This is an optimization exercise on Yosys and OpenROAD, whose aim is small area, a short achievable clock period and few clock cycles per item, not a production implementation.
In this exercise RTL edits were held to simulation tests only and were not proved equivalent to the original.

## flow/design.v (module list and top-level ports; edited modules follow where they fit)
// module fp32_mul: 86 lines
// module mul24: 983 lines
// module fp32_add: 80 lines
// module ladder4_core: 150 lines
module ladder4_core (
    input  wire        clk,
    input  wire        rst,         
    input  wire        in_valid,
    output wire        in_ready,
    input  wire [31:0] in_x,
    input  wire [31:0] b0,
    input  wire [31:0] b1,
    input  wire [31:0] a1,
    input  wire [31:0] rg,
    input  wire [31:0] wta,
    input  wire [31:0] wtb,
    input  wire [31:0] wtc,
    input  wire [31:0] wtd,
    input  wire [31:0] wte,
    output reg         out_valid,
    output wire [31:0] out_y
);
  // ...
==> flow/flow/run.sh <==
#!/bin/bash
set -euo pipefail
MARGIN=$(cat flow/margin.txt)
bash standard.sh SETUP_SLACK_MARGIN=$MARGIN finish > standard.log 2>&1
==> flow/flow/margin.txt <==
21.5
==> flow/standard.sh <==
#!/bin/bash
# synth_recipe.tcl (not shown) runs the flow's synth.tcl, then flattens the netlist and writes it again
# the make line also repeats each setting of config.mk as NAME=value (left out here)
make -C /OpenROAD-flow-scripts/flow DESIGN_CONFIG=/design/flow/config.mk WORK_HOME=/design/flow/orfs CLKGATE_MAP_FILE= SYNTH_SCRIPT=/design/flow/synth_recipe.tcl "${@:-finish}"
==> flow/config.mk <==
export PLATFORM = sky130hd
export DESIGN_NAME = ladder4_core
export DESIGN_NICKNAME = ladder4_core
export VERILOG_FILES = /design/flow/design.v
export SDC_FILE = /design/flow/constraint.sdc
export NUM_CORES = 4
export LEC_CHECK = 0
export ABC_AREA = 1
export CAP_MARGIN = 20
export CORE_MARGIN = 2
export CORE_UTILIZATION = 40
export SLEW_MARGIN = 20
==> flow/constraint.sdc <==
create_clock -name core_clock -period 30.0 [get_ports {clk}]
set_input_delay 6.0000 -clock core_clock [delete_from_list [all_inputs] [get_ports {clk}]]
set_output_delay 6.0000 -clock core_clock [all_outputs]
set_load 0.01 [all_outputs]
==> impl_metrics.json, run 1 <==
{
  "hold_viol": 0,
  "finalHoldWorstSlack_ns": 0.464,
  "synth_cell_types": 81,
  "seq_cells": 541,
  "status": "no timing/DRC/antenna violations",
  "wl_met2_mm": 101,
  "top_layer": "met5",
  "antenna_cells": 0,
  "clockBufferDepth": 3,
  "die_x_um": 365,
  "synthMuxAreaShare_pct": 0.637,
  "fmax_mhz": 123,
  "layoutNonFillerInstCount": 9133,
  "hpwl_mm": 177,
  "inverters": 951,
  "first_pass_iters": 6,
  "design_area_um2": 59900,
  "taps": 1742,
  "crit_fanout": 23,
  "synth_top_area_cell": "edfxtp_1",
  "multi_input_area_share_pct": 56.0,
  "cp_num_cells": 29,
  "cp_slowest_cell": "clkinvlp_2",
  "fin_worst_skew_ns": 0.0711,
  "via_per_inst": 5.84,
  "cts_max_level": 2,
  "grt_setup_unrepaired": "no",
  "cp.arrival_ns": 8.68,
  "crit_buf_inv": 6,
  "use_met2_pct": 52.1,
  "vias": 53300,
  "die_h_um": 365,
  "cpMostUsedCell": "nand2_1",
  "drt-met1-wl_mm": 90.7,
  "maxSlewViolCount": 0,
  "largestClassByArea": "multi-input combinational cells",
  "fin_crit_ns": 8.11,
  "clkTransAtPathRegs_ns": 0.06
}
Testbench counts, summed over its fixed seeds: cycles 57,856, items 2,048.
==> module fp32_mul, before the edit <==
module fp32_mul (
    input  wire        clk,
    input  wire [31:0] a,
    input  wire [31:0] b,
    input  wire        b4,           
    output reg  [31:0] y
);
    wire [7:0]  ea = a[30:23];
    wire [7:0]  eb = b[30:23];
    wire        a_enz = |ea;
    wire        b_enz = |eb;
    wire        a_fnz = |a[22:0];
    wire        b_fnz = |b[22:0];
    wire        a_max = &ea;
    wire        b_max = &eb;
    wire        a_inf = a_max & ~a_fnz;
    wire        b_inf = b_max & ~b_fnz;
    wire        a_zero = ~a_enz & ~a_fnz;
    wire        b_zero = ~b_enz & ~b_fnz;
    wire        f_nan  = (a_max & a_fnz) | (b_max & b_fnz) | (a_inf & b_zero) | (a_zero & b_inf);
    wire        f_inf  = a_inf | b_inf;
    wire        f_zero = a_zero | b_zero;
    wire [23:0] ma = {a_enz, a[22:0]};
    wire [23:0] mb = {b_enz, b[22:0]};
    wire [47:0] prod;
    mul24 u_m (.a(ma), .b(mb), .p(prod));
    function [4:0] lzc24(input [23:0] m);
        integer i;
        begin
            lzc24 = 5'd24;
            for (i = 0; i < 24; i = i + 1)
                if (m[i]) lzc24 = 5'd23 - i[4:0];
        end
    endfunction
    wire [5:0]  l1 = {1'b0, lzc24(ma)} + {1'b0, lzc24(mb)};
    wire signed [10:0] s = $signed({3'b000, ea[7:1], ea[0] | ~a_enz})
                         + $signed({3'b000, eb[7:1], eb[0] | ~b_enz})
                         - (b4 ? 11'sd125 : 11'sd127);
    wire        neg  = s[10];
    wire        fine_ok = ~neg && ($signed({5'd0, l1}) < s);
    wire [4:0]  lc   = neg ? 5'd0 : (fine_ok ? l1[4:0] : s[4:0]);
    wire [10:0] rs   = -s;
    wire [4:0]  rsh  = (rs > 11'd26) ? 5'd26 : rs[4:0];
    wire [9:0]  base = neg ? 10'd0 : (s[9:0] - {5'd0, lc});
    reg  [47:0] r_prod;
    reg  [4:0]  r_sh;
    reg         r_neg, r_fine, r_nan, r_inf, r_zero, r_sy;
    reg  [9:0]  r_base;
    always @(posedge clk) begin
        r_prod <= prod;
        r_sh   <= neg ? rsh : lc;
        r_neg  <= neg;
        r_fine <= fine_ok;
        r_base <= base;
        r_nan  <= f_nan;
        r_inf  <= f_inf;
        r_zero <= f_zero;
        r_sy   <= a[31] ^ b[31];
    end
    wire [47:0] ql    = r_prod << r_sh;
    wire [21:0] lmsk  = {22{1'b1}} >> r_sh;
    wire        stl   = |(r_prod[21:0] & lmsk);
    wire        top0  = r_fine & ~ql[47];
    wire [24:0] qlw   = top0 ? ql[46:22] : ql[47:23];
    wire        stlw  = top0 ? stl : (stl | ql[22]);
    wire [24:0] qr    = r_prod[47:23] >> r_sh;
    wire [24:0] rmsk  = ~({25{1'b1}} << r_sh);
    wire        str   = (|r_prod[22:0]) | (|(r_prod[47:23] & rmsk));
    wire [24:0] q     = r_neg ? qr : qlw;
    wire        st    = r_neg ? str : stlw;
    wire [9:0]  ef    = (top0 ? r_base - 10'd1 : r_base) + {9'd0, q[24]};
    wire        inc   = q[0] & (st | q[1]);
    wire [32:0] mag   = {ef, q[23:1]} + {32'd0, inc};
    always @* begin
        if (r_nan)
            y = 32'h7FC00000;
        else if (r_inf)
            y = {r_sy, 8'hFF, 23'd0};
        else if (r_zero)
            y = {r_sy, 31'd0};
        else if (mag[32:23] >= 10'd255)
            y = {r_sy, 8'hFF, 23'd0};
        else
            y = {r_sy, mag[30:0]};
    end
endmodule
==> module fp32_add, before the edit <==
module fp32_add (
    input  wire        clk,
    input  wire [31:0] a,
    input  wire [31:0] b,
    output reg  [31:0] y,
    output wire        gt1       
);
    wire a_emax = &a[30:23];
    wire b_emax = &b[30:23];
    wire a_fnz  = |a[22:0];
    wire b_fnz  = |b[22:0];
    wire a_nan  = a_emax & a_fnz;
    wire b_nan  = b_emax & b_fnz;
    wire a_inf  = a_emax & ~a_fnz;
    wire b_inf  = b_emax & ~b_fnz;
    wire sub    = a[31] ^ b[31];
    wire        swap = (b[30:0] > a[30:0]);
    wire [31:0] p = swap ? b : a;
    wire        a_enz = |a[30:23];
    wire        b_enz = |b[30:23];
    wire [7:0]  xa = {a[30:24], a[23] | ~a_enz};
    wire [7:0]  xb = {b[30:24], b[23] | ~b_enz};
    wire [8:0]  dab = {1'b0, xa} - {1'b0, xb};
    wire [8:0]  dba = {1'b0, xb} - {1'b0, xa};
    wire [7:0]  ep  = swap ? xb : xa;
    wire [26:0] ma3  = {a_enz, a[22:0], 3'b000};
    wire [26:0] mb3  = {b_enz, b[22:0], 3'b000};
    wire        bga  = ~dba[8] & (|dba[7:5]);            
    wire        bgb  = ~dab[8] & (|dab[7:5]);
    wire [4:0]  sha  = dba[8] ? 5'd0 : dba[4:0];
    wire [4:0]  shb  = dab[8] ? 5'd0 : dab[4:0];
    wire [26:0] ala  = bga ? 27'd0 : (ma3 >> sha);
    wire [26:0] alb  = bgb ? 27'd0 : (mb3 >> shb);
    wire        stka = bga ? (|ma3) : |(ma3 & ~({27{1'b1}} << sha));
    wire        stkb = bgb ? (|mb3) : |(mb3 & ~({27{1'b1}} << shb));
    wire [26:0] al   = swap ? {ala[26:1], ala[0] | stka} : {alb[26:1], alb[0] | stkb};
    wire [26:0] mp3  = swap ? mb3 : ma3;
    wire [27:0] sum = {1'b0, mp3} + ({1'b0, al} ^ {28{sub}}) + {27'd0, sub};
    reg  [27:0] r_sum;
    reg  [7:0]  r_ep;
    reg         r_sp, r_zs, r_nan, r_inf, r_is;
    always @(posedge clk) begin
        r_sum <= sum;
        r_ep  <= ep;
        r_sp  <= p[31];
        r_zs  <= a[31] & b[31];
        r_nan <= a_nan | b_nan | (a_inf & b_inf & sub);
        r_inf <= a_inf | b_inf;
        r_is  <= a_inf ? a[31] : b[31];
    end
    wire [27:0] mark = (r_ep > 8'd27) ? 28'd0 : (28'h8000000 >> r_ep);
    wire [27:0] lzin = r_sum | mark;
    reg  [4:0]  lz;
    integer i;
    always @* begin
        lz = 5'd27;
        for (i = 0; i < 28; i = i + 1)
            if (lzin[i]) lz = 5'd27 - i[4:0];
    end
    wire [27:0] nrm = r_sum << lz;
    wire [8:0]  ef  = {1'b0, r_ep} - {4'd0, lz} + {8'd0, nrm[27]};
    wire        inc = nrm[3] & ((|nrm[2:0]) | nrm[4]);
    wire [31:0] mag = {ef, nrm[26:4]} + {31'd0, inc};
    wire        zsum = (r_sum == 28'd0);
    wire        fnz  = |nrm[26:4];
    assign gt1 = r_nan | r_inf |
                 (~zsum & (ef > 9'd127 | (ef == 9'd127 & (fnz | inc))));
    always @* begin
        if (r_nan)
            y = 32'h7FC00000;
        else if (r_inf)
            y = {r_is, 8'hFF, 23'd0};
        else if (zsum)
            y = {r_zs, 31'd0};
        else if (mag[31:23] >= 9'd255)
            y = {r_sp, 8'hFF, 23'd0};
        else
            y = {r_sp, mag[30:0]};
    end
endmodule
==> module ladder4_core, before the edit <==
module ladder4_core (
    input  wire        clk,
    input  wire        rst,         
    input  wire        in_valid,
    output wire        in_ready,
    input  wire [31:0] in_x,
    input  wire [31:0] b0,
    input  wire [31:0] b1,
    input  wire [31:0] a1,
    input  wire [31:0] rg,
    input  wire [31:0] wta,
    input  wire [31:0] wtb,
    input  wire [31:0] wtc,
    input  wire [31:0] wtd,
    input  wire [31:0] wte,
    output reg         out_valid,
    output wire [31:0] out_y
);
    localparam [31:0] K_ONE = 32'h3F800000;
    reg  [31:0] s1, o1, o2, o3, o4;
    reg  [31:0] xr, cr, p, h, acc, s, drv;
    reg         xf;                      
    reg  [5:0]  c;                       
    reg         v_s1, v_o1, v_o2, v_o3, v_o4;    
    reg         dr;                      
    reg         tp;                      
    reg         nx;                      
    assign in_ready = ~xf;
    assign out_y    = acc;
    wire [31:0] t2 = (|cr[30:23]) ? {cr[31], cr[30:23] + 8'd1, cr[22:0]} : {cr[31], cr[29:0], 1'b0};
    wire accept = in_valid & ~xf;
    reg  [5:0] cn;
    always @* begin
        if (c == 6'd63)       cn = xf ? 6'd32 : 6'd63;
        else if (c == 6'd37)  cn = 6'd0;
        else if (c == 6'd27)  cn = 6'd0;
        else if (dr && c == 6'd7) cn = 6'd63;
        else                  cn = c + 6'd1;
    end
    wire run_n = (cn[5] == 1'b0);
    wire dr_n  = (c == 6'd27) ? ~nx : (cn == 6'd63 ? 1'b0 : dr);
    reg m_o1, m_o2, m_o3, m_o4, m_s1, m_x, m_b4;       
    reg h_we, am_we;                                   
    reg a_one, a_h, a_s, a_acc, b_neg;                 
    reg drv_we, s1_we, o1_we, o2_we, o3_we, o4_we, aa_we;    
    reg k_b1, k_b0, k_a1, k_wa, k_wb, k_wc, k_wd, k_we, k_drv, k_rg;    
    reg d_t2;                                           
    always @(posedge clk) begin
        m_o4  <= run_n & ((cn == 6'd0) | (cn == 6'd3) | (cn == 6'd24));
        m_s1  <= run_n & ((cn == 6'd1) | (cn == 6'd4) | (cn == 6'd8));
        m_o1  <= run_n & ((cn == 6'd6) | (cn == 6'd7) | (cn == 6'd10) | (cn == 6'd11));
        m_o2  <= run_n & ((cn == 6'd12) | (cn == 6'd13) | (cn == 6'd16) | (cn == 6'd17));
        m_o3  <= run_n & ((cn == 6'd18) | (cn == 6'd19) | (cn == 6'd22) | (cn == 6'd23));
        m_x   <= (cn == 6'd26) | (cn == 6'd37);
        m_b4  <= (cn == 6'd0);
        h_we  <= (cn == 6'd2) | (cn == 6'd8) | (cn == 6'd14) | (cn == 6'd20) | (cn == 6'd27) |
                 (cn == 6'd0 && c == 6'd37);
        am_we <= (cn == 6'd9);
        a_one <= (cn == 6'd1) | (cn == 6'd34);
        a_h   <= (cn == 6'd2) | (cn == 6'd6) | (cn == 6'd12) | (cn == 6'd18) | (cn == 6'd24);
        a_s   <= (cn == 6'd8) | (cn == 6'd14) | (cn == 6'd20) | (cn == 6'd26);
        a_acc <= (cn == 6'd5) | (cn == 6'd13) | (cn == 6'd19) | (cn == 6'd25);
        b_neg <= (cn == 6'd2);
        drv_we <= (cn == 6'd2) | (cn == 6'd35);
        d_t2  <= (cn == 6'd0) | (cn == 6'd33);
        aa_we <= (cn == 6'd6) | (cn == 6'd14) | (cn == 6'd20) | (cn == 6'd26);
        k_b1  <= (cn == 6'd0) | (cn == 6'd6) | (cn == 6'd12) | (cn == 6'd18);
        k_b0  <= (cn == 6'd3) | (cn == 6'd9) | (cn == 6'd15) | (cn == 6'd21);
        k_a1  <= (cn == 6'd5) | (cn == 6'd11) | (cn == 6'd17) | (cn == 6'd23);
        k_we  <= (cn == 6'd2);
        k_wa  <= (cn == 6'd7);
        k_wb  <= (cn == 6'd10);
        k_wc  <= (cn == 6'd16);
        k_wd  <= (cn == 6'd22);
        k_drv <= (cn == 6'd25) | (cn == 6'd36);
        k_rg  <= ~((cn == 6'd0) | (cn == 6'd6) | (cn == 6'd12) | (cn == 6'd18) |
                   (cn == 6'd3) | (cn == 6'd9) | (cn == 6'd15) | (cn == 6'd21) |
                   (cn == 6'd5) | (cn == 6'd11) | (cn == 6'd17) | (cn == 6'd23) |
                   (cn == 6'd2) | (cn == 6'd7) | (cn == 6'd10) | (cn == 6'd16) |
                   (cn == 6'd22) | (cn == 6'd25) | (cn == 6'd36));
        if (rst) begin
            s1_we <= 1'b0; o1_we <= 1'b0; o2_we <= 1'b0; o3_we <= 1'b0; o4_we <= 1'b0;
        end else begin
            s1_we <= (cn == 6'd3) & ~dr_n;
            o1_we <= (cn == 6'd9);
            o2_we <= (cn == 6'd15);
            o3_we <= (cn == 6'd21);
            o4_we <= (cn == 6'd27);
        end
    end
    wire [31:0] ma = ({32{m_o4 & v_o4}} & o4) | ({32{m_s1 & v_s1}} & s1) |
                     ({32{m_o1 & v_o1}} & o1) | ({32{m_o2 & v_o2}} & o2) |
                     ({32{m_o3 & v_o3}} & o3) | ({32{m_x}} & xr);
    wire [31:0] my;
    fp32_mul u_mul (.clk(clk), .a(ma), .b(cr), .b4(m_b4), .y(my));
    wire [31:0] aa = ({32{a_one}} & K_ONE) | ({32{a_h}} & h) | ({32{a_s}} & s) |
                     ({32{a_acc}} & acc);
    wire [31:0] ab = a_one ? drv : {p[31] ^ b_neg, p[30:0]};
    wire [31:0] ay;
    wire        ay_gt1;
    fp32_add u_add (.clk(clk), .a(aa), .b(ab), .y(ay), .gt1(ay_gt1));
    wire [31:0] ay_clip = ay_gt1 ? {ay[31], K_ONE[30:0]} : ay;
    wire [31:0] cr_n = ({32{k_b1}} & b1) | ({32{k_b0}} & b0) | ({32{k_a1}} & a1) |
                       ({32{k_wa}} & wta) | ({32{k_wb}} & wtb) | ({32{k_wc}} & wtc) |
                       ({32{k_wd}} & wtd) | ({32{k_we}} & wte) | ({32{k_drv}} & drv) |
                       ({32{k_rg}} & rg);
    always @(posedge clk) begin
        p  <= my;
        s  <= ay;
        cr <= cr_n;
        if (h_we) h <= my;
        if (am_we)      acc <= my;
        else if (aa_we) acc <= ay;
        if (drv_we)    drv <= ay;
        else if (d_t2) drv <= t2;
        if (!xf) xr <= in_x;
        if (s1_we) s1 <= ay_clip;
        if (o1_we) o1 <= ay;
        if (o2_we) o2 <= ay;
        if (o3_we) o3 <= ay;
        if (o4_we) o4 <= ay;
    end
    always @(posedge clk) begin
        if (rst) begin
            v_s1 <= 1'b0; v_o1 <= 1'b0; v_o2 <= 1'b0; v_o3 <= 1'b0; v_o4 <= 1'b0;
            xf <= 1'b0;
            c  <= 6'd63;
            dr <= 1'b0;
            tp <= 1'b0;
            nx <= 1'b0;
            out_valid <= 1'b0;
        end else begin
            out_valid <= tp && (c == 6'd6);
            if (s1_we) v_s1 <= 1'b1;
            if (o1_we) v_o1 <= 1'b1;
            if (o2_we) v_o2 <= 1'b1;
            if (o3_we) v_o3 <= 1'b1;
            if (o4_we) v_o4 <= 1'b1;
            if (accept)
                xf <= 1'b1;
            else if ((c == 6'd26 && !dr) || c == 6'd37)
                xf <= 1'b0;
            if (c == 6'd26) nx <= xf;
            if (c == 6'd27)     tp <= 1'b1;
            else if (c == 6'd7) tp <= 1'b0;
            dr <= dr_n;
            c  <= cn;
        end
    end
endmodule
==> run 2, diff against run 1 <==
--- a/flow/design.v
+++ b/flow/design.v
@@ -42,14 +42,14 @@
     wire [10:0] rs   = -s;
     wire [4:0]  rsh  = (rs > 11'd26) ? 5'd26 : rs[4:0];
     wire [9:0]  base = neg ? 10'd0 : (s[9:0] - {5'd0, lc});
+    wire [5:0]  k    = neg ? (6'd24 + {1'b0, rsh}) : (6'd24 - {1'b0, lc});
     reg  [47:0] r_prod;
-    reg  [4:0]  r_sh;
-    reg         r_neg, r_fine, r_nan, r_inf, r_zero, r_sy;
+    reg  [5:0]  r_k;
+    reg         r_fine, r_nan, r_inf, r_zero, r_sy;
     reg  [9:0]  r_base;
     always @(posedge clk) begin
         r_prod <= prod;
-        r_sh   <= neg ? rsh : lc;
-        r_neg  <= neg;
+        r_k    <= k;
         r_fine <= fine_ok;
         r_base <= base;
         r_nan  <= f_nan;
@@ -57,17 +57,14 @@
         r_zero <= f_zero;
         r_sy   <= a[31] ^ b[31];
     end
-    wire [47:0] ql    = r_prod << r_sh;
-    wire [21:0] lmsk  = {22{1'b1}} >> r_sh;
-    wire        stl   = |(r_prod[21:0] & lmsk);
-    wire        top0  = r_fine & ~ql[47];
-    wire [24:0] qlw   = top0 ? ql[46:22] : ql[47:23];
-    wire        stlw  = top0 ? stl : (stl | ql[22]);
-    wire [24:0] qr    = r_prod[47:23] >> r_sh;
-    wire [24:0] rmsk  = ~({25{1'b1}} << r_sh);
-    wire        str   = (|r_prod[22:0]) | (|(r_prod[47:23] & rmsk));
-    wire [24:0] q     = r_neg ? qr : qlw;
-    wire        st    = r_neg ? str : stlw;
+    wire [49:0] pe    = {r_prod, 2'b00};
+    wire [49:0] xs    = pe >> r_k;
+    wire [25:0] x     = xs[25:0];
+    wire [5:0]  km2   = (r_k > 6'd2) ? r_k - 6'd2 : 6'd0;
+    wire        stb   = |(r_prod & ~({48{1'b1}} << km2));    
+    wire        top0  = r_fine & ~x[25];
+    wire [24:0] q     = top0 ? x[24:0] : x[25:1];
+    wire        st    = top0 ? stb : (stb | x[0]);
     wire [9:0]  ef    = (top0 ? r_base - 10'd1 : r_base) + {9'd0, q[24]};
     wire        inc   = q[0] & (st | q[1]);
     wire [32:0] mag   = {ef, q[23:1]} + {32'd0, inc};
@@ -1092,18 +1089,14 @@
     wire [8:0]  dab = {1'b0, xa} - {1'b0, xb};
     wire [8:0]  dba = {1'b0, xb} - {1'b0, xa};
     wire [7:0]  ep  = swap ? xb : xa;
-    wire [26:0] ma3  = {a_enz, a[22:0], 3'b000};
-    wire [26:0] mb3  = {b_enz, b[22:0], 3'b000};
-    wire        bga  = ~dba[8] & (|dba[7:5]);            
-    wire        bgb  = ~dab[8] & (|dab[7:5]);
-    wire [4:0]  sha  = dba[8] ? 5'd0 : dba[4:0];
-    wire [4:0]  shb  = dab[8] ? 5'd0 : dab[4:0];
-    wire [26:0] ala  = bga ? 27'd0 : (ma3 >> sha);
-    wire [26:0] alb  = bgb ? 27'd0 : (mb3 >> shb);
-    wire        stka = bga ? (|ma3) : |(ma3 & ~({27{1'b1}} << sha));
-    wire        stkb = bgb ? (|mb3) : |(mb3 & ~({27{1'b1}} << shb));
-    wire [26:0] al   = swap ? {ala[26:1], ala[0] | stka} : {alb[26:1], alb[0] | stkb};
-    wire [26:0] mp3  = swap ? mb3 : ma3;
+    wire [7:0]  d    = dab[8] ? dba[7:0] : dab[7:0];
+    wire        dbig = |d[7:5];
+    wire [26:0] mp3  = swap ? {b_enz, b[22:0], 3'b000} : {a_enz, a[22:0], 3'b000};
+    wire [26:0] ms3  = swap ? {a_enz, a[22:0], 3'b000} : {b_enz, b[22:0], 3'b000};
+    wire [26:0] al0  = dbig ? 27'd0 : (ms3 >> d[4:0]);
+    wire [26:0] lmsk = dbig ? {27{1'b1}} : ~({27{1'b1}} << d[4:0]);
+    wire        stk  = |(ms3 & lmsk);
+    wire [26:0] al   = {al0[26:1], al0[0] | stk};
     wire [27:0] sum = {1'b0, mp3} + ({1'b0, al} ^ {28{sub}}) + {27'd0, sub};
     reg  [27:0] r_sum;
     reg  [7:0]  r_ep;
@@ -1167,7 +1160,7 @@
 );
     localparam [31:0] K_ONE = 32'h3F800000;
     reg  [31:0] s1, o1, o2, o3, o4;
-    reg  [31:0] xr, cr, p, h, acc, s, drv;
+    reg  [31:0] xr, cr, p, h, acc, drv;
     reg         xf;                      
     reg  [5:0]  c;                       
     reg         v_s1, v_o1, v_o2, v_o3, v_o4;    
@@ -1190,7 +1183,7 @@
     wire dr_n  = (c == 6'd27) ? ~nx : (cn == 6'd63 ? 1'b0 : dr);
     reg m_o1, m_o2, m_o3, m_o4, m_s1, m_x, m_b4;       
     reg h_we, am_we;                                   
-    reg a_one, a_h, a_s, a_acc, b_neg;                 
+    reg a_one, a_h, a_o1, a_o2, a_o3, a_o4, a_acc, b_neg;    
     reg drv_we, s1_we, o1_we, o2_we, o3_we, o4_we, aa_we;    
     reg k_b1, k_b0, k_a1, k_wa, k_wb, k_wc, k_wd, k_we, k_drv, k_rg;    
     reg d_t2;                                           
@@ -1207,7 +1200,10 @@
         am_we <= (cn == 6'd9);
         a_one <= (cn == 6'd1) | (cn == 6'd34);
         a_h   <= (cn == 6'd2) | (cn == 6'd6) | (cn == 6'd12) | (cn == 6'd18) | (cn == 6'd24);
-        a_s   <= (cn == 6'd8) | (cn == 6'd14) | (cn == 6'd20) | (cn == 6'd26);
+        a_o1  <= (cn == 6'd8);
+        a_o2  <= (cn == 6'd14);
+        a_o3  <= (cn == 6'd20);
+        a_o4  <= (cn == 6'd26);
         a_acc <= (cn == 6'd5) | (cn == 6'd13) | (cn == 6'd19) | (cn == 6'd25);
         b_neg <= (cn == 6'd2);
         drv_we <= (cn == 6'd2) | (cn == 6'd35);
@@ -1231,10 +1227,10 @@
             s1_we <= 1'b0; o1_we <= 1'b0; o2_we <= 1'b0; o3_we <= 1'b0; o4_we <= 1'b0;
         end else begin
             s1_we <= (cn == 6'd3) & ~dr_n;
-            o1_we <= (cn == 6'd9);
-            o2_we <= (cn == 6'd15);
-            o3_we <= (cn == 6'd21);
-            o4_we <= (cn == 6'd27);
+            o1_we <= ((cn == 6'd7) & ~dr_n) | (cn == 6'd9);
+            o2_we <= (cn == 6'd13) | (cn == 6'd15);
+            o3_we <= (cn == 6'd19) | (cn == 6'd21);
+            o4_we <= (cn == 6'd25) | (cn == 6'd27);
         end
     end
     wire [31:0] ma = ({32{m_o4 & v_o4}} & o4) | ({32{m_s1 & v_s1}} & s1) |
@@ -1242,8 +1238,9 @@
                      ({32{m_o3 & v_o3}} & o3) | ({32{m_x}} & xr);
     wire [31:0] my;
     fp32_mul u_mul (.clk(clk), .a(ma), .b(cr), .b4(m_b4), .y(my));
-    wire [31:0] aa = ({32{a_one}} & K_ONE) | ({32{a_h}} & h) | ({32{a_s}} & s) |
-                     ({32{a_acc}} & acc);
+    wire [31:0] aa = ({32{a_one}} & K_ONE) | ({32{a_h}} & h) | ({32{a_acc}} & acc) |
+                     ({32{a_o1}} & o1) | ({32{a_o2}} & o2) | ({32{a_o3}} & o3) |
+                     ({32{a_o4}} & o4);
     wire [31:0] ab = a_one ? drv : {p[31] ^ b_neg, p[30:0]};
     wire [31:0] ay;
     wire        ay_gt1;
@@ -1255,7 +1252,6 @@
                        ({32{k_rg}} & rg);
     always @(posedge clk) begin
         p  <= my;
-        s  <= ay;
         cr <= cr_n;
         if (h_we) h <= my;
         if (am_we)      acc <= my;
==> flow/flow/margin.txt (replaced) <==
22
==> impl_metrics.json, run 2 <==
{
  "wl_per_cell_um": 24.9,
  "largest_reg_flops": 48,
  "ant_nets": 0,
  "slowest_delay_ns": 0.56,
  "clkTransAtPathRegs_ns": 0.06,
  "seqCellArea_um2": 13100,
  "gr-total-overflow": 0,
  "fin_nets": 7903,
  "antenna_found_initial": 12,
  "num_rows": 129,
  "final_cell_mix": "nand2_1 (1488), inv_1 (888), o21ai_0 (489)",
  "hold_viol": 0,
  "hpwl_mm": 168,
  "seq_area_frac_synth_pct": 26.2,
  "maxSlewViolCount": 0,
  "drc_errors": 0,
  "design_area_um2": 58600,
  "cp.arrival_ns": 1.94,
  "postSynth.asyncResetShare_pct": 0,
  "status": "no timing/DRC/antenna violations",
  "synthCells": 6858,
  "end_kind": "output pin",
  "layout_commonest_cell": "nand2_1",
  "clk_root_buffer_cell": "clkbuf_16",
  "nFillCells": 12500,
  "relSlewSlack_pct": 20.6,
  "final_core_util_pct": 47.3,
  "fmax_mhz": 126,
  "fin_ws_ns": 22.06,
  "grt_max_degree": 69,
  "crit_fanout": 18,
  "cts_max_level": 2,
  "synth_top_flop_cell": "edfxtp_1",
  "yosysMostFrequentCell": "nand2_1",
  "tightest_slew_ns": 1.19,
  "clock_latency_ns": 0.70,
  "maxCapViolCount": 0,
  "crit_type": "flop to output pin",
  "gp_congestion": 0.990,
  "layoutNonFillerInstCount": 8810,
  "start_util_pct": 40.4,
  "ios": 357,
  "worstPathCellList": "bufinv_16 > clkdlybuf4s50_1",
  "synth_top_cells_by_count": "nand2_1 (1500), inv_1 (905), o21ai_0 (511)",
  "grt_pass1_wl_mm": 315,
  "cts_buffers": 59,
  "crit_buf_inv": 2,
  "grt_setup_unrepaired": "yes",
  "cts_tree": "built",
  "post-place-ws_ns": 20.19,
  "fin_crit_ns": 7.94,
  "vias": 51500,
  "fin_worst_skew_ns": 0.0761,
  "first_pass_iters": 8,
  "cp-start-kind": "flop",
  "path_delay_family": "buffers and inverters",
  "grt_pass1_vias": 48000,
  "synth_fp_nets": 7640,
  "min_path_type": "flop to flop",
  "synth-edff-count": 288,
  "synth_area_leaders": "edfxtp_1 (17%), nand2_1 (11%), fa_1 (9.9%)",
  "synth_top_area_cell": "edfxtp_1",
  "clock_sink_count": 512,
  "drt_iter0_drc": 6416,
  "die_x_um": 358,
  "cp.required_ns": 24.00,
  "clockBufferDepth": 3,
  "synth_cell_types": 76,
  "synth_seq_cells": 512,
  "postPlaceCellArea_um2": 55300,
  "die_area_um2": 128000,
  "holdBufCountCts": 0,
  "area_delta_synth_final_pct": 16.9,
  "yosysWarnings": 3,
  "io_buffer_count": 356,
  "syn-cell-area_um2": 50100,
  "cp_slowest_cell": "clkdlybuf4s50_1",
  "yosysTopAreaCellShare_pct": 17.3,
  "timing.final.crit_share_pct": 26.5,
  "multi_input_area_um2": 32600,
  "finalSetupViolCount": 0,
  "layout-drive-gt1-share_pct": 7.54,
  "die_h_um": 358,
  "core_um2": 124000,
  "drt_wl_total_mm": 220,
  "place_inst": 8620,
  "setup_tns_ns": 0,
  "avgSynthCellArea_um2": 7.31,
  "regMostFlops": "u_mul.r_prod",
  "via_per_inst": 5.85,
  "grt_use_total_pct": 33.0
}
[run 2: cells by family (layout without fill, tap and decap cells)]
family,Yosys count,after routing,share of synthesized area [%]
AND/OR/NAND/NOR,2719,2724,23.2
other,1,2,0.00748
AO/OA/AOI/OAI,1393,1393,16.8
adder cells (fa/ha/maj),460,460,15.2
flip-flops,512,512,26.2
multiplexers,39,39,0.779
XOR/XNOR,451,451,7.88
buffers and inverters,1283,1592,9.88
[run 2: timing repair]
item | 4_1_cts | 5_1_grt
gates cloned | 8 | 8
buffers inserted | 29 | 32
pin swaps | 8 | 20
resized for setup | 58 | 113
endpoints found under the setup margin | 268 | 272
[run 2: layout make-up]
class / count / share of cell area, %
multi-input combinational: 5068 / 55.7
sequential: 512 / 22.4
timing repair buffer: 534 / 8.61
inverter: 937 / 6.18
tap: 1637 / 3.50
clock buffer: 73 / 2.79
clock inverter: 39 / 0.726
timing repair inverter: 9 / 0.107
antenna: 1 / 0.00427
[run 2: through the flow]
stage,hold slack (ns)
floorplan,0.408
global placement,0.429
detailed placement,0.431
CTS,0.441
global route,0.472
finish,0.440
[run 2: worst reg2reg max path, delay by kind of cell (launching register included)]
| family | cells | cell delay, ns |
|---|---|---|
| xor gates and xnor gates | 2 | 0.33 |
| adders and majority gates | 4 | 1.13 |
| and+or+nand+nor | 16 | 2.53 |
| AOI/OAI and AO/OA | 11 | 2.09 |
| buffers and inverters | 10 | 1.20 |
| DFF | 1 | 0.40 |
[run 2: worst paths after layout]
check | from | endpoint | slack, ns | cells past startpoint
max | xf | in_ready | 22.06 | 2
min | u_mul.r_sy | p[31] | 0.44 | 2
max reg2reg | a_one | u_add.r_sum[18] | 22.17 | 43
min reg2reg | u_mul.r_sy | p[31] | 0.44 | 2
[run 2: routing by layer]
| layer | wire length [µm] | share of wire, % | GRT usage, % | up-vias |
|---|---|---|---|---|
| met5 | 69 | 0.031 | 0 | - |
| met4 | 10100 | 4.6 | 13.0 | 12 |
| met3 | 25300 | 12 | 7.87 | 526 |
| met2 | 94700 | 43 | 50.7 | 3025 |
| met1 | 89500 | 41 | 44.7 | 24500 |
| li1 | - | - | - | 23500 |
Testbench counts of run 2, summed over its fixed seeds: cycles 57,856, items 2,048.
==> run 3, diff against run 2 <==
==> flow/flow/margin.txt (replaced) <==
22.5
--- a/flow/config.mk
+++ b/flow/config.mk
@@ -9,4 +9,6 @@
 export CAP_MARGIN = 20
 export CORE_MARGIN = 2
 export CORE_UTILIZATION = 40
+export CTS_BUF_LIST = sky130_fd_sc_hd__clkbuf_8 sky130_fd_sc_hd__clkbuf_4
+export CTS_CLUSTER_SIZE = 30
 export SLEW_MARGIN = 20
==> impl_metrics.json, run 3 <==
{
  "clock_latency_ns": 0.78,
  "syn-cell-area_um2": 50100,
  "clk_root_buffer_cell": "clkbuf_8",
  "gr-total-overflow": 0,
  "synth_cell_types": 76,
  "setup_tns_ns": 0,
  "cts_max_level": 3,
  "synth_top_area_cell": "edfxtp_1",
  "grt_max_degree": 93,
  "largest_reg_flops": 48,
  "design_area_um2": 60400,
  "grt_pass1_vias": 48600,
  "maxSlewViolCount": 0,
  "hold_viol": 0,
  "synth_fp_nets": 7640,
  "cp.arrival_ns": 1.52,
  "min_from": "u_mul.r_sy",
  "worstPathCellList": "buf_6",
  "layout_commonest_cell": "nand2_1",
  "timing.final.crit_share_pct": 25.1,
  "min_path_type": "flop to flop",
  "yosysWarnings": 3,
  "via_per_inst": 5.82,
  "synth_top_flop_cell": "edfxtp_1",
  "postPlaceCellArea_um2": 55400,
  "grt_setup_unrepaired": "yes",
  "clockBufferDepth": 3,
  "hpwl_mm": 168,
  "grt_pass1_wl_mm": 319,
  "cp-start-kind": "flop",
  "yosysTopAreaCellShare_pct": 17.3,
  "antenna_found_initial": 18,
  "die_area_um2": 128000,
  "fin_worst_skew_ns": 0.0956,
  "regMostFlops": "u_mul.r_prod",
  "clock_sink_count": 512,
  "relSlewSlack_pct": 16.6,
  "drc_errors": 0,
  "fmax_mhz": 133,
  "crit_buf_inv": 1,
  "clkTransAtPathRegs_ns": 0.06,
  "cts_tree": "built",
  "grt_use_total_pct": 33.3,
  "core_um2": 124000,
  "wl_per_cell_um": 24.9,
  "first_pass_iters": 6,
  "crit_type": "flop to output pin",
  "ant_nets": 0,
  "layout-drive-gt1-share_pct": 11.6,
  "end_kind": "output pin",
  "crit_fanout": 2,
  "cts_buffers": 92,
  "cp.required_ns": 24.00,
  "num_rows": 129,
  "tightest_slew_ns": 1.24,
  "cp_slowest_cell": "edfxtp_1",
  "fin_nets": 8035,
  "area_delta_synth_final_pct": 20.5,
  "path_delay_family": "flip-flops",
  "ios": 357,
  "fin_crit_ns": 7.52,
  "drt_wl_total_mm": 224,
  "maxCapViolCount": 0,
  "synth_seq_cells": 512,
  "synth-edff-count": 288,
  "finalSetupViolCount": 0,
  "final_cell_mix": "nand2_1 (1471), inv_1 (879), o21ai_0 (463)",
  "vias": 52300,
  "io_buffer_count": 356,
  "synth_top_cells_by_count": "nand2_1 (1500), inv_1 (905), o21ai_0 (511)",
  "avgSynthCellArea_um2": 7.31,
  "holdBufCountCts": 0,
  "cp-startpoint": "acc[12]",
  "r2r_start": "v_s1",
  "drt_iter0_drc": 6416,
  "die_x_um": 358,
  "synthCells": 6858,
  "gp_congestion": 1.02,
  "synth_area_leaders": "edfxtp_1 (17%), nand2_1 (11%), fa_1 (9.9%)",
  "slowest_delay_ns": 0.56,
  "seq_area_frac_synth_pct": 26.2,
  "die_h_um": 358,
  "yosysMostFrequentCell": "nand2_1",
  "postSynth.asyncResetShare_pct": 0,
  "start_util_pct": 40.4,
  "status": "no timing/DRC/antenna violations"
}
run 3: changes by cell type in the layout (fill, tap and decap cells not counted), sizes merged:
cell and delta:
and2 -1, buf +118, bufbuf +4, bufinv +2, clkbuf +75, clkdlybuf4s15 +2
clkdlybuf4s50 -34, clkinv -2, clkinvlp -1, diode +7, dlygate4sd2 +1, inv -4
nand2 +1
run 3: through the flow:
step	utilization [%]	instances	worst slack [ns]	hold WS, ns
floorplan	-	6858	22.51	0.408
global placement	44.7	8631	20.88	0.424
detailed placement	44.7	8631	20.72	0.435
CTS	47.3	8872	22.44	0.438
global route	48.7	8973	22.40	0.454
finish	48.7	8978	22.48	0.446
run 3: logic make-up after synthesis:
kind of cell	Yosys count	share of synthesized area, %
adders and majority gates	460	15.2
AOI/OAI and AO/OA	1393	16.8
xor gates and xnor gates	451	7.88
other	1	0.00748
and+or+nand+nor	2719	23.2
buffers and inverters	1283	9.88
muxes	39	0.779
DFF	512	26.2
run 3: per-layer routing:
layer	wire, µm	global-route usage, %
met1	89900	45.1
met2	96300	50.7
met3	25400	7.67
met4	12000	14.7
met5	61	0
run 3: area by class of cell:
| class | count | area (µm²) |
|---|---|---|
| well taps | 1637 | 2050 |
| diodes | 8 | 20.0 |
| repair buffers | 633 | 6020 |
| clock inverters | 34 | 449 |
| multi-input cells | 5068 | 33300 |
| clock buffers | 140 | 1740 |
| fillers | 12400 | 63600 |
| repair inverters | 9 | 62.6 |
| inverters | 937 | 3610 |
| flip-flops and latches | 512 | 13100 |
run 3: timing repair:
action | 4_1_cts | 5_1_grt
gates resized for setup | 279 | 261
endpoints found under the hold margin | 0 | 0
cloned | 10 | 17
setup endpoints to repair | 318 | 332
setup buffers | 57 | 80
pin swaps | 27 | 70
run 3: worst paths after layout:
path                                    endpoint  cells after the start  slack (ns)
worst max-delay path                   out_y[12]                      1       22.48
worst min-delay path                       p[31]                      2        0.45
worst max register to register  u_mul.r_prod[46]                     34       22.62
worst min register to register             p[31]                      2        0.45
run 3: tightest hold or removal path, delay by kind of cell (launching register included):
kind,cells,cell delay (ns)
flops,1,0.29
simple gates,1,0.06
buf+inv,1,0.04
==> run 4, diff against run 3 <==
==> flow/flow/run.sh (replaced) <==
#!/bin/bash
set -euo pipefail
MARGIN=$(cat flow/margin.txt)
bash standard.sh SETUP_SLACK_MARGIN=$MARGIN "BUFFER_PORTS_ARGS=-buffer_cell sky130_fd_sc_hd__buf_1" finish > standard.log 2>&1
==> impl_metrics.json, run 4 <==
{
  "post-place-ws_ns": 20.37,
  "fin_ws_ns": 22.46,
  "finalSetupViolCount": 0,
  "gr-total-overflow": 0,
  "cp-start-kind": "flop",
  "first_pass_iters": 9,
  "end_kind": "output pin",
  "status": "no timing/DRC/antenna violations",
  "cts_tree": "built",
  "synthCells": 6858,
  "synth_fp_nets": 7640,
  "antenna_found_initial": 20,
  "die_area_um2": 128000,
  "yosysTopAreaCellShare_pct": 17.3,
  "clock_sink_count": 512,
  "hpwl_mm": 169,
  "crit_buf_inv": 1,
  "largest_reg_flops": 48,
  "cts_max_level": 3,
  "synth_cell_types": 76,
  "fmax_mhz": 133,
  "ant_nets": 0,
  "cp_slowest_cell": "edfxtp_1",
  "area_delta_synth_final_pct": 15.3,
  "grt_pass1_wl_mm": 317,
  "regMostFlops": "u_mul.r_prod",
  "grt_max_degree": 93,
  "clockBufferDepth": 3,
  "ios": 357,
  "via_per_inst": 5.82,
  "layout_commonest_cell": "nand2_1",
  "synth-edff-count": 288,
  "grt_pass1_vias": 48100,
  "timing.final.crit_share_pct": 25.1,
  "relSlewSlack_pct": 23.2,
  "cp.arrival_ns": 1.54,
  "drt_wl_total_mm": 222,
  "slowest_delay_ns": 0.56,
  "setup_tns_ns": 0,
  "maxSlewViolCount": 0,
  "clk_root_buffer_cell": "clkbuf_8",
  "crit_fanout": 2,
  "gp_congestion": 1.00,
  "synth_top_flop_cell": "edfxtp_1",
  "min_path_type": "flop to flop",
  "die_h_um": 358,
  "layout-drive-gt1-share_pct": 10.4,
  "start_util_pct": 40.4,
  "io_buffer_count": 356,
  "synth_top_area_cell": "edfxtp_1",
  "fin_crit_ns": 7.54,
  "synth_seq_cells": 512,
  "wl_per_cell_um": 24.9,
  "drc_errors": 0,
  "postSynth.asyncResetShare_pct": 0,
  "finalHoldWorstSlack_ns": 0.457,
  "core_um2": 124000,
  "clkTransAtPathRegs_ns": 0.07,
  "clock_latency_ns": 0.78,
  "final_cell_mix": "nand2_1 (1478), inv_1 (886), o21ai_0 (469)",
  "synth_top_cells_by_count": "nand2_1 (1500), inv_1 (905), o21ai_0 (511)",
  "cts_buffers": 90,
  "yosysWarnings": 3,
  "layoutNonFillerInstCount": 8940,
  "grt_use_total_pct": 33.2,
  "drt_iter0_drc": 6854,
  "worstPathCellList": "buf_6",
  "path_delay_family": "flip-flops",
  "vias": 52000,
  "seq_area_frac_synth_pct": 26.2,
  "place_inst": 8627,
  "syn-cell-area_um2": 50100,
  "crit_type": "flop to output pin",
  "grt_setup_unrepaired": "yes",
  "avgSynthCellArea_um2": 7.31,
  "fin_nets": 8000,
  "hold_viol": 0,
  "num_rows": 129,
  "yosysMostFrequentCell": "nand2_1",
  "tightest_slew_ns": 1.14,
  "maxCapViolCount": 0,
  "synth_area_leaders": "edfxtp_1 (17%), nand2_1 (11%), fa_1 (9.9%)",
  "die_x_um": 358,
  "fin_worst_skew_ns": 0.0742,
  "cp.required_ns": 24.00
}
run 4: cell types whose count changed in the layout (fill, tap and decap cells not counted), moves of 13 or more:
cell,before,now
nand2_2,35,22
buf_2,28,2
clkdlybuf4s50_1,322,0
buf_4,220,196
buf_1,0,350
run 4: per-stage QoR:
| step | utilization (%) | cell area (µm²) |
|---|---|---|
| final | 46.6 | 57800 |
| after global routing | 46.6 | 57800 |
| after CTS | 45.6 | 56500 |
| after detailed placement | 42.9 | 53100 |
| after global placement | 42.9 | 53100 |
| after floorplan | - | 50100 |
run 4: kinds of logic (layout without fill, tap and decap cells):
| kind of cell | after synthesis | after routing | synth area share [%] |
|---|---|---|---|
| simple gates | 2719 | 2725 | 23.2 |
| compound gates | 1393 | 1393 | 16.8 |
| buf+inv | 1283 | 1714 | 9.88 |
| flops | 512 | 512 | 26.2 |
| fa+ha+maj | 460 | 460 | 15.2 |
| xor+xnor | 451 | 451 | 7.88 |
| mux | 39 | 39 | 0.779 |
| other cells | 1 | 9 | 0.00748 |
run 4: final cells by class:
type                            instances  area [µm²]
Timing Repair Buffer                  600        3560
Fill cell                           12600       66200
Clock buffer                          136        1700
Antenna cell                            8        20.0
Timing Repair inverter                  8        47.5
Tap cell                             1637        2050
Clock inverter                         33         480
Multi-Input combinational cell       5069       33200
Sequential cell                       512       13100
Inverter                              937        3590
run 4: repair_timing:
item	4_1_cts	5_1_grt
endpoints found under the setup margin	287	320
buffers inserted	58	58
resized for setup	159	202
pin swaps	27	57
cloned	10	10
hold buffers	0	0
run 4: per-layer routing:
metal | up-vias | global-route usage [%] | share of wire [%]
li1 | 23700 | - | -
met1 | 24700 | 45.8 | 41
met2 | 3125 | 50.9 | 43
met3 | 484 | 6.56 | 11
met4 | 12 | 13.4 | 4.6
met5 | - | 0 | 0.037
run 4: worst paths after layout:
kind / start / to / slack (ns) / cells after the start
setup / recovery: acc[31] / out_y[31] / 22.46 / 1
setup reg to reg: cr[1] / u_mul.r_prod[46] / 22.68 / 26
hold reg to reg: cr[31] / u_mul.r_sy / 0.46 / 1
hold / removal: cr[31] / u_mul.r_sy / 0.46 / 1
==> run 5, diff against run 4 <==
--- a/flow/config.mk
+++ b/flow/config.mk
@@ -8,7 +8,7 @@
 export ABC_AREA = 1
 export CAP_MARGIN = 20
 export CORE_MARGIN = 2
-export CORE_UTILIZATION = 40
+export CORE_UTILIZATION = 45
 export CTS_BUF_LIST = sky130_fd_sc_hd__clkbuf_8 sky130_fd_sc_hd__clkbuf_4
 export CTS_CLUSTER_SIZE = 30
 export SLEW_MARGIN = 20
==> impl_metrics.json, run 5 <==
{
  "maxCapViolCount": 0,
  "wl_per_cell_um": 25.3,
  "syn-cell-area_um2": 50100,
  "synth_seq_cells": 512,
  "seq_area_frac_synth_pct": 26.2,
  "regMostFlops": "u_mul.r_prod",
  "clkTransAtPathRegs_ns": 0.07,
  "maxSlewViolCount": 0,
  "end_kind": "output pin",
  "num_rows": 122,
  "cts_max_level": 3,
  "ios": 357,
  "synthCells": 6858,
  "synth_top_flop_cell": "edfxtp_1",
  "hpwl_mm": 166,
  "fmax_mhz": 134,
  "cp.required_ns": 24.00,
  "ff2ff_setup_slack_ns": 22.70,
  "cp_slowest_cell": "edfxtp_1",
  "holdBufCountCts": 0,
  "largest_reg_flops": 48,
  "layoutNonFillerInstCount": 8807,
  "die_h_um": 338,
  "finalSetupViolCount": 0,
  "core_um2": 111000,
  "relSlewSlack_pct": 24.4,
  "place_inst": 8465,
  "vias": 52500,
  "cp_num_cells": 1,
  "finalHoldWorstSlack_ns": 0.457,
  "yosysTopAreaCellShare_pct": 17.3,
  "io_buffer_count": 356,
  "r2r_start": "v_s1",
  "ant_nets": 0,
  "hold_viol": 0,
  "cts_buffers": 91,
  "start_util_pct": 45.3,
  "cp.arrival_ns": 1.47,
  "crit_fanout": 2,
  "yosysWarnings": 3,
  "slowest_delay_ns": 0.53,
  "grt_pass1_wl_mm": 318,
  "layout-drive-gt1-share_pct": 11.1,
  "via_per_inst": 5.96,
  "clockBufferDepth": 3,
  "crit_type": "flop to output pin",
  "yosysMostFrequentCell": "nand2_1",
  "synth-edff-count": 288,
  "synth_cell_types": 76,
  "area_delta_synth_final_pct": 15.3,
  "cp-start-kind": "flop",
  "postSynth.asyncResetShare_pct": 0,
  "antenna_found_initial": 18,
  "gp_congestion": 1.01,
  "r2r_end": "u_mul.r_prod[46]",
  "avgSynthCellArea_um2": 7.31,
  "grt_use_total_pct": 37.6,
  "status": "no timing/DRC/antenna violations",
  "first_pass_iters": 8,
  "r2r_cells": 31,
  "final_cell_mix": "nand2_1 (1475), inv_1 (878), o21ai_0 (464)",
  "drt_wl_total_mm": 223,
  "path_delay_family": "flip-flops",
  "tightest_slew_ns": 1.13,
  "die_x_um": 338,
  "design_area_um2": 57800,
  "synth_fp_nets": 7640,
  "synth_top_cells_by_count": "nand2_1 (1500), inv_1 (905), o21ai_0 (511)",
  "clk_root_buffer_cell": "clkbuf_8",
  "postPlaceCellArea_um2": 52900,
  "clock_sink_count": 512,
  "synth_top_area_cell": "edfxtp_1",
  "cts_tree": "built",
  "worstPathCellList": "buf_1",
  "grt_max_degree": 69,
  "min_path_type": "flop to flop",
  "crit_path_end": "out_y[12]",
  "grt_pass1_vias": 48900,
  "drt_iter0_drc": 6990,
  "cp-startpoint": "acc[12]",
  "clock_latency_ns": 0.77,
  "die_area_um2": 114000,
  "timing.final.crit_share_pct": 24.9,
  "setup_tns_ns": 0,
  "fin_crit_ns": 7.47,
  "fin_worst_skew_ns": 0.0809,
  "gr-total-overflow": 0,
  "synth_area_leaders": "edfxtp_1 (17%), nand2_1 (11%), fa_1 (9.9%)",
  "layout_commonest_cell": "nand2_1",
  "fin_nets": 8018,
  "crit_buf_inv": 1,
  "drc_errors": 0,
  "grt_setup_unrepaired": "yes",
  "nFillCells": 11000
}
run 5: cell counts after synthesis:
No cell type changed its count.
run 5: worst min-delay path by stage:
stage / startpoint / endpoint / slack (ns) / depth (start not counted)
floorplan: u_mul.r_sy / p[31] / 0.41 / 2
global placement: u_mul.r_sy / p[31] / 0.44 / 2
detailed placement: u_mul.r_sy / p[31] / 0.44 / 2
CTS: u_mul.r_sy / p[31] / 0.45 / 2
global route: u_mul.r_sy / p[31] / 0.47 / 2
finish: u_mul.r_sy / p[31] / 0.46 / 2
run 5: final cells by class:
| class | instances | area, µm² | share of cell area (%) |
|---|---|---|---|
| inverter | 937 | 3610 | 6.25 |
| antenna | 6 | 15.0 | 0.0260 |
| timing repair inverter | 12 | 73.8 | 0.128 |
| multi-input combinational | 5068 | 33300 | 57.7 |
| timing repair buffer | 614 | 3670 | 6.34 |
| clock inverter | 26 | 330 | 0.571 |
| sequential | 512 | 13200 | 22.8 |
| tap | 1488 | 1860 | 3.22 |
| clock buffer | 144 | 1740 | 3.02 |
run 5: cells by family after synthesis:
kind of cell,after synthesis,share of synthesized area (%)
flip-flops,512,26.2
adder cells (fa/ha/maj),460,15.2
AO/OA/AOI/OAI,1393,16.8
buffers and inverters,1283,9.88
other,1,0.00748
multiplexers,39,0.779
XOR/XNOR,451,7.88
AND/OR/NAND/NOR,2719,23.2
run 5: stage by stage:
step / utilization [%] / setup slack (ns)
2_1_floorplan: - / 22.51
5_1_grt: 52.3 / 22.44
6_report: 52.3 / 22.53
3_3_place_gp: 47.8 / 20.64
3_5_place_dp: 47.8 / 20.40
4_1_cts: 51.0 / 22.51
run 5: repair_timing:
item / 4_1_cts / 5_1_grt
cloned: 17 / 10
pin swaps: 39 / 66
setup endpoints to repair: 292 / 325
gates resized for setup: 167 / 227
setup buffers: 71 / 68
run 5: routing by layer:
| metal | GRT usage [%] | vias to the layer above | wire length (µm) |
|---|---|---|---|
| li1 | - | 23700 | - |
| met1 | 50.7 | 24800 | 88400 |
| met2 | 56.8 | 3416 | 95600 |
| met3 | 9.14 | 545 | 26800 |
| met4 | 17.6 | 10 | 11900 |
| met5 | 0 | - | 182 |
==> run 6, diff against run 5 <==
--- a/flow/config.mk
+++ b/flow/config.mk
@@ -8,7 +8,7 @@
 export ABC_AREA = 1
 export CAP_MARGIN = 20
 export CORE_MARGIN = 2
-export CORE_UTILIZATION = 45
+export CORE_UTILIZATION = 50
 export CTS_BUF_LIST = sky130_fd_sc_hd__clkbuf_8 sky130_fd_sc_hd__clkbuf_4
 export CTS_CLUSTER_SIZE = 30
 export SLEW_MARGIN = 20
==> impl_metrics.json, run 6 <==
{
  "synth_top_flop_cell": "edfxtp_1",
  "cp_num_cells": 1,
  "vias": 53300,
  "timing.final.crit_share_pct": 25.2,
  "synth_top_area_cell": "edfxtp_1",
  "cts_max_level": 3,
  "cp_slowest_cell": "edfxtp_1",
  "hpwl_mm": 173,
  "synth_area_leaders": "edfxtp_1 (17%), nand2_1 (11%), fa_1 (9.9%)",
  "crit_type": "flop to output pin",
  "wl_per_cell_um": 26.3,
  "final_core_util_pct": 57.8,
  "synth_cell_types": 76,
  "fin_nets": 8030,
  "grt_pass1_wl_mm": 322,
  "crit_buf_inv": 1,
  "setup_tns_ns": 0,
  "synthCells": 6858,
  "r2r_start": "v_o3",
  "finalSetupViolCount": 0,
  "seqCellArea_um2": 13200,
  "regMostFlops": "u_mul.r_prod",
  "ant_nets": 0,
  "yosysMostFrequentCell": "nand2_1",
  "drt_wl_total_mm": 227,
  "yosysWarnings": 3,
  "syn-cell-area_um2": 50100,
  "ios": 357,
  "synth_top_cells_by_count": "nand2_1 (1500), inv_1 (905), o21ai_0 (511)",
  "drt_iter0_drc": 7890,
  "gr-total-overflow": 0,
  "relSlewSlack_pct": 11.4,
  "seq_area_frac_synth_pct": 26.2,
  "maxCapViolCount": 0,
  "postSynth.asyncResetShare_pct": 0,
  "antenna_found_initial": 22,
  "die_x_um": 321,
  "worstPathCellList": "clkbuf_2",
  "die_area_um2": 103000,
  "grt_setup_unrepaired": "yes",
  "multi_input_area_um2": 33400,
  "tightest_slew_ns": 1.32,
  "gp_congestion": 1.03,
  "clock_sink_count": 512,
  "fin_crit_ns": 7.56,
  "path_delay_family": "flip-flops",
  "fmax_mhz": 132,
  "crit_fanout": 2,
  "clkTransAtPathRegs_ns": 0.07,
  "cp-startpoint": "acc[2]",
  "synth_fp_nets": 7640,
  "maxSlewViolCount": 0,
  "final_cell_mix": "nand2_1 (1467), inv_1 (879), o21ai_0 (478)",
  "grt_use_total_pct": 42.3,
  "end_kind": "output pin",
  "min_path_type": "flop to flop",
  "cp.arrival_ns": 1.56,
  "io_buffer_count": 356,
  "grt_pass1_vias": 48900,
  "avgSynthCellArea_um2": 7.31,
  "status": "no timing/DRC/antenna violations",
  "holdBufCountCts": 0,
  "clk_root_buffer_cell": "clkbuf_8",
  "start_util_pct": 50.3,
  "cp.required_ns": 24.00,
  "layout_commonest_cell": "nand2_1",
  "num_rows": 116,
  "layout-drive-gt1-share_pct": 11.2,
  "die_h_um": 321,
  "cp-start-kind": "flop",
  "r2r_cells": 31,
  "fin_worst_skew_ns": 0.116,
  "clockBufferDepth": 3,
  "first_pass_iters": 8,
  "cts_tree": "built",
  "cts_buffers": 91,
  "via_per_inst": 6.17,
  "drc_errors": 0,
  "core_um2": 99700,
  "hold_viol": 0,
  "min_path_cells": 2,
  "nFillCells": 9648,
  "grt_max_degree": 93,
  "largest_reg_flops": 48,
  "clock_latency_ns": 0.78,
  "min_from": "u_mul.r_sy",
  "slowest_delay_ns": 0.58,
  "synth_seq_cells": 512,
  "synth-edff-count": 288,
  "yosysTopAreaCellShare_pct": 17.3,
  "area_delta_synth_final_pct": 15.1
}
-- run 6: cell families after synthesis --
family	count (synthesis)	synth area share, %
mux	39	0.779
compound gates	1393	16.8
simple gates	2719	23.2
xor+xnor	451	7.88
buf+inv	1283	9.88
fa+ha+maj	460	15.2
other cells	1	0.00748
flops	512	26.2
-- run 6: stage by stage --
stage	cells	instance area, µm²	hold WS (ns)	worst slack, ns
2_1_floorplan	6858	50100	0.408	22.51
3_3_place_gp	8289	52700	0.447	20.02
3_5_place_dp	8289	52700	0.449	19.83
4_1_cts	8550	56100	0.465	22.46
5_1_grt	8636	57700	0.496	22.39
6_report	8643	57700	0.464	22.44
-- run 6: metal layers --
layer	share of wire (%)	vias to the layer above	wire, µm	global-route usage (%)
met1	38	25100	87000	56.3
li1	-	23700	-	-
met4	7.2	4	16300	25.9
met3	13	692	30300	11.6
met5	0.012	-	27	0
met2	41	3801	93600	60.9
-- run 6: final timing paths --
path / slack (ns) / endpoint
worst max register to register: 22.64 / u_mul.r_prod[47]
worst min-delay path: 0.46 / p[31]
worst max-delay path: 22.44 / out_y[2]
worst min register to register: 0.46 / p[31]
-- run 6: layout make-up --
| class | count | share of cell area [%] |
|---|---|---|
| multi-input combinational | 5069 | 57.8 |
| antenna | 18 | 0.0781 |
| clock buffer | 133 | 2.85 |
| timing repair buffer | 626 | 6.55 |
| timing repair inverter | 11 | 0.117 |
| sequential | 512 | 22.8 |
| inverter | 937 | 6.24 |
| clock inverter | 39 | 0.694 |
| tap | 1298 | 2.82 |
-- run 6: timing repair --
action,CTS,global route
resized for setup,152,240
endpoints found under the setup margin,291,302
gates cloned,12,14
buffers inserted,77,60
endpoints found under the hold margin,0,0
pin swaps,34,71
==> run 7, diff against run 6 <==
==> flow/flow/run.sh (replaced) <==
#!/bin/bash
set -euo pipefail
MARGIN=$(cat flow/margin.txt)
bash standard.sh SETUP_SLACK_MARGIN=$MARGIN "BUFFER_PORTS_ARGS=-buffer_cell sky130_fd_sc_hd__buf_2" finish > standard.log 2>&1
--- a/flow/config.mk
+++ b/flow/config.mk
@@ -8,7 +8,7 @@
 export ABC_AREA = 1
 export CAP_MARGIN = 20
 export CORE_MARGIN = 2
-export CORE_UTILIZATION = 50
+export CORE_UTILIZATION = 40
 export CTS_BUF_LIST = sky130_fd_sc_hd__clkbuf_8 sky130_fd_sc_hd__clkbuf_4
 export CTS_CLUSTER_SIZE = 30
 export SLEW_MARGIN = 20
==> impl_metrics.json, run 7 <==
{
  "grt_pass1_vias": 48600,
  "nFillCells": 12600,
  "first_pass_iters": 7,
  "holdBufCountCts": 0,
  "drt_iter0_drc": 6657,
  "synth_top_flop_cell": "edfxtp_1",
  "die_x_um": 358,
  "maxCapViolCount": 0,
  "fin_crit_ns": 7.57,
  "num_rows": 129,
  "hpwl_mm": 171,
  "synth_top_area_cell": "edfxtp_1",
  "crit_fanout": 2,
  "avgSynthCellArea_um2": 7.31,
  "layout-drive-gt1-share_pct": 15.4,
  "maxSlewViolCount": 0,
  "crit_path_end": "out_y[31]",
  "cp_num_cells": 1,
  "finalSetupViolCount": 0,
  "worstPathCellList": "buf_6",
  "end_kind": "output pin",
  "grt_use_total_pct": 33.5,
  "hold_viol": 0,
  "synth_area_leaders": "edfxtp_1 (17%), nand2_1 (11%), fa_1 (9.9%)",
  "drt_wl_total_mm": 225,
  "yosysWarnings": 3,
  "cp.arrival_ns": 1.57,
  "status": "no timing/DRC/antenna violations",
  "fin_worst_skew_ns": 0.121,
  "regMostFlops": "u_mul.r_prod",
  "ant_nets": 0,
  "min_path_type": "flop to flop",
  "largest_reg_flops": 48,
  "via_per_inst": 5.84,
  "yosysMostFrequentCell": "nand2_1",
  "clock_latency_ns": 0.81,
  "synth_top_cells_by_count": "nand2_1 (1500), inv_1 (905), o21ai_0 (511)",
  "synthCells": 6858,
  "setup_tns_ns": 0,
  "path_delay_family": "flip-flops",
  "clockBufferDepth": 3,
  "relSlewSlack_pct": 22.4,
  "ff2ff_setup_slack_ns": 22.75,
  "die_area_um2": 128000,
  "timing.final.crit_share_pct": 25.2,
  "core_um2": 124000,
  "final_cell_mix": "nand2_1 (1472), inv_1 (881), o21ai_0 (459)",
  "yosysTopAreaCellShare_pct": 17.3,
  "syn-cell-area_um2": 50100,
  "fmax_mhz": 132,
  "grt_pass1_wl_mm": 320,
  "finalHoldWorstSlack_ns": 0.458,
  "postSynth.asyncResetShare_pct": 0,
  "cp-start-kind": "flop",
  "synth-edff-count": 288,
  "synth_seq_cells": 512,
  "gp_congestion": 0.994,
  "vias": 52200,
  "r2r_start": "v_s1",
  "cts_max_level": 3,
  "crit_type": "flop to output pin",
  "cp.required_ns": 24.00,
  "cts_buffers": 92,
  "antenna_found_initial": 17,
  "slowest_delay_ns": 0.57,
  "r2r_end": "u_mul.r_prod[46]",
  "die_h_um": 358,
  "grt_setup_unrepaired": "yes",
  "drc_errors": 0,
  "start_util_pct": 40.4,
  "synth_cell_types": 76,
  "ios": 357,
  "gr-total-overflow": 0,
  "tightest_slew_ns": 1.16,
  "grt_max_degree": 93,
  "cp_slowest_cell": "edfxtp_1",
  "crit_buf_inv": 1,
  "fin_nets": 8001,
  "clk_root_buffer_cell": "clkbuf_8",
  "r2r_cells": 34,
  "cp-startpoint": "acc[31]",
  "io_buffer_count": 356,
  "clock_sink_count": 512,
  "cts_tree": "built",
  "layout_commonest_cell": "nand2_1",
  "clkTransAtPathRegs_ns": 0.06,
  "wl_per_cell_um": 25.1,
  "area_delta_synth_final_pct": 16.1,
  "seq_area_frac_synth_pct": 26.2,
  "synth_fp_nets": 7640
}
run 7: cell counts after synthesis:
No cell type changed its count.
run 7: kinds of logic (layout without fill, tap and decap cells):
kind of cell / count (synthesis) / count (layout) / synth area share (%)
simple gates: 2719 / 2723 / 23.2
flops: 512 / 512 / 26.2
mux: 39 / 39 / 0.779
xor+xnor: 451 / 451 / 7.88
compound gates: 1393 / 1393 / 16.8
fa+ha+maj: 460 / 460 / 15.2
other cells: 1 / 8 / 0.00748
buf+inv: 1283 / 1717 / 9.88
run 7: how the worst min path moves through the flow:
| stage | from | end | slack (ns) | depth (start not counted) |
|---|---|---|---|---|
| 2_1_floorplan | u_mul.r_sy | p[31] | 0.41 | 2 |
| 3_3_place_gp | v_o4 | v_o4 | 0.45 | 2 |
| 3_5_place_dp | cr[31] | u_mul.r_sy | 0.45 | 1 |
| 4_1_cts | cr[31] | u_mul.r_sy | 0.46 | 1 |
| 5_1_grt | cr[31] | u_mul.r_sy | 0.47 | 1 |
| 6_report | cr[31] | u_mul.r_sy | 0.46 | 1 |
run 7: final cells by class:
cell class	count	area, µm²	area share, %
inverters	937	3610	6.21
flip-flops and latches	512	13200	22.6
multi-input cells	5067	33300	57.3
diodes	7	17.5	0.0301
well taps	1637	2050	3.52
clock buffers	129	1600	2.75
repair inverters	9	55.1	0.0947
repair buffers	600	4000	6.88
clock inverters	42	380	0.654
run 7: what timing repair did:
action	CTS	global route
buffers inserted	37	71
cloned	9	14
pin swaps	21	66
endpoints found under the setup margin	289	305
resized for setup	135	263
run 7: per-layer routing:
layer  routed length, µm  GRT usage, %  part of all wire, %  vias to the layer above
met3               26500          6.76                   12                      461
met4               11200          13.2                  5.0                       10
met2               96400          51.4                   43                     3247
met5                  66             0                0.029                        -
li1                    -             -                    -                    23700
met1               90700          46.2                   40                    24800
run 7: per-stage QoR:
step	cells	worst slack (ns)	utilization, %	cell area [µm²]
floorplan	6858	22.51	-	50100
finish	8940	22.43	46.9	58200
CTS	8848	22.41	45.6	56500
global route	8939	22.43	46.9	58200
global placement	8631	20.60	43.2	53600
detailed placement	8631	20.40	43.2	53600

==> afterwards: timing with drivers on the ports <==
In the flow no input, the clock included, has a driving cell. The finished layouts below were timed again as built, in two steps. Step 1: set_driving_cell puts a clkbuf_16 on clk and a buf_2 on each other input, an assumption about the parent block. Step 2 also shifts input and output timing later by t, the mid clock arrival at the registers, as if the neighbouring blocks saw the same clock. Slacks: ideal ports / drivers / drivers and shift; pairs: ideal ports / drivers.
| run | shift t [ns] | setup slack, ns | hold WS [ns] | slew at the worst register clock pin (ns) | worst slew at a driven data input, ns |
|---|---|---|---|---|---|
| run 1 | 0.743 | 21.886 / 21.886 / 21.694 | 0.464 / 0.464 / 0.464 | 0.08 / 0.08 | 0.11 |
| run 2 | 0.739 | 22.061 / 21.985 / 21.648 | 0.440 / 0.440 / 0.440 | 0.07 / 0.07 | 0.08 |
| run 3 | 0.810 | 22.479 / 22.402 / 21.790 | 0.446 / 0.446 / 0.446 | 0.08 / 0.08 | 0.20 |
| run 4 | 0.808 | 22.460 / 22.391 / 22.276 | 0.457 / 0.457 / 0.457 | 0.07 / 0.07 | 0.17 |
| run 5 | 0.804 | 22.526 / 22.453 / 21.805 | 0.457 / 0.457 / 0.457 | 0.08 / 0.08 | 0.08 |
| run 6 | 0.799 | 22.437 / 22.362 / 21.806 | 0.464 / 0.464 / 0.464 | 0.08 / 0.08 | 0.14 |
| run 7 | 0.823 | 22.432 / 22.356 / 21.956 | 0.458 / 0.458 / 0.458 | 0.09 / 0.09 | 0.19 |
After both steps setup and hold are still met in every run listed. The setup slack of run 5, which loses most, moves by -0.073 ns with the drivers and by -0.721 ns with both steps.
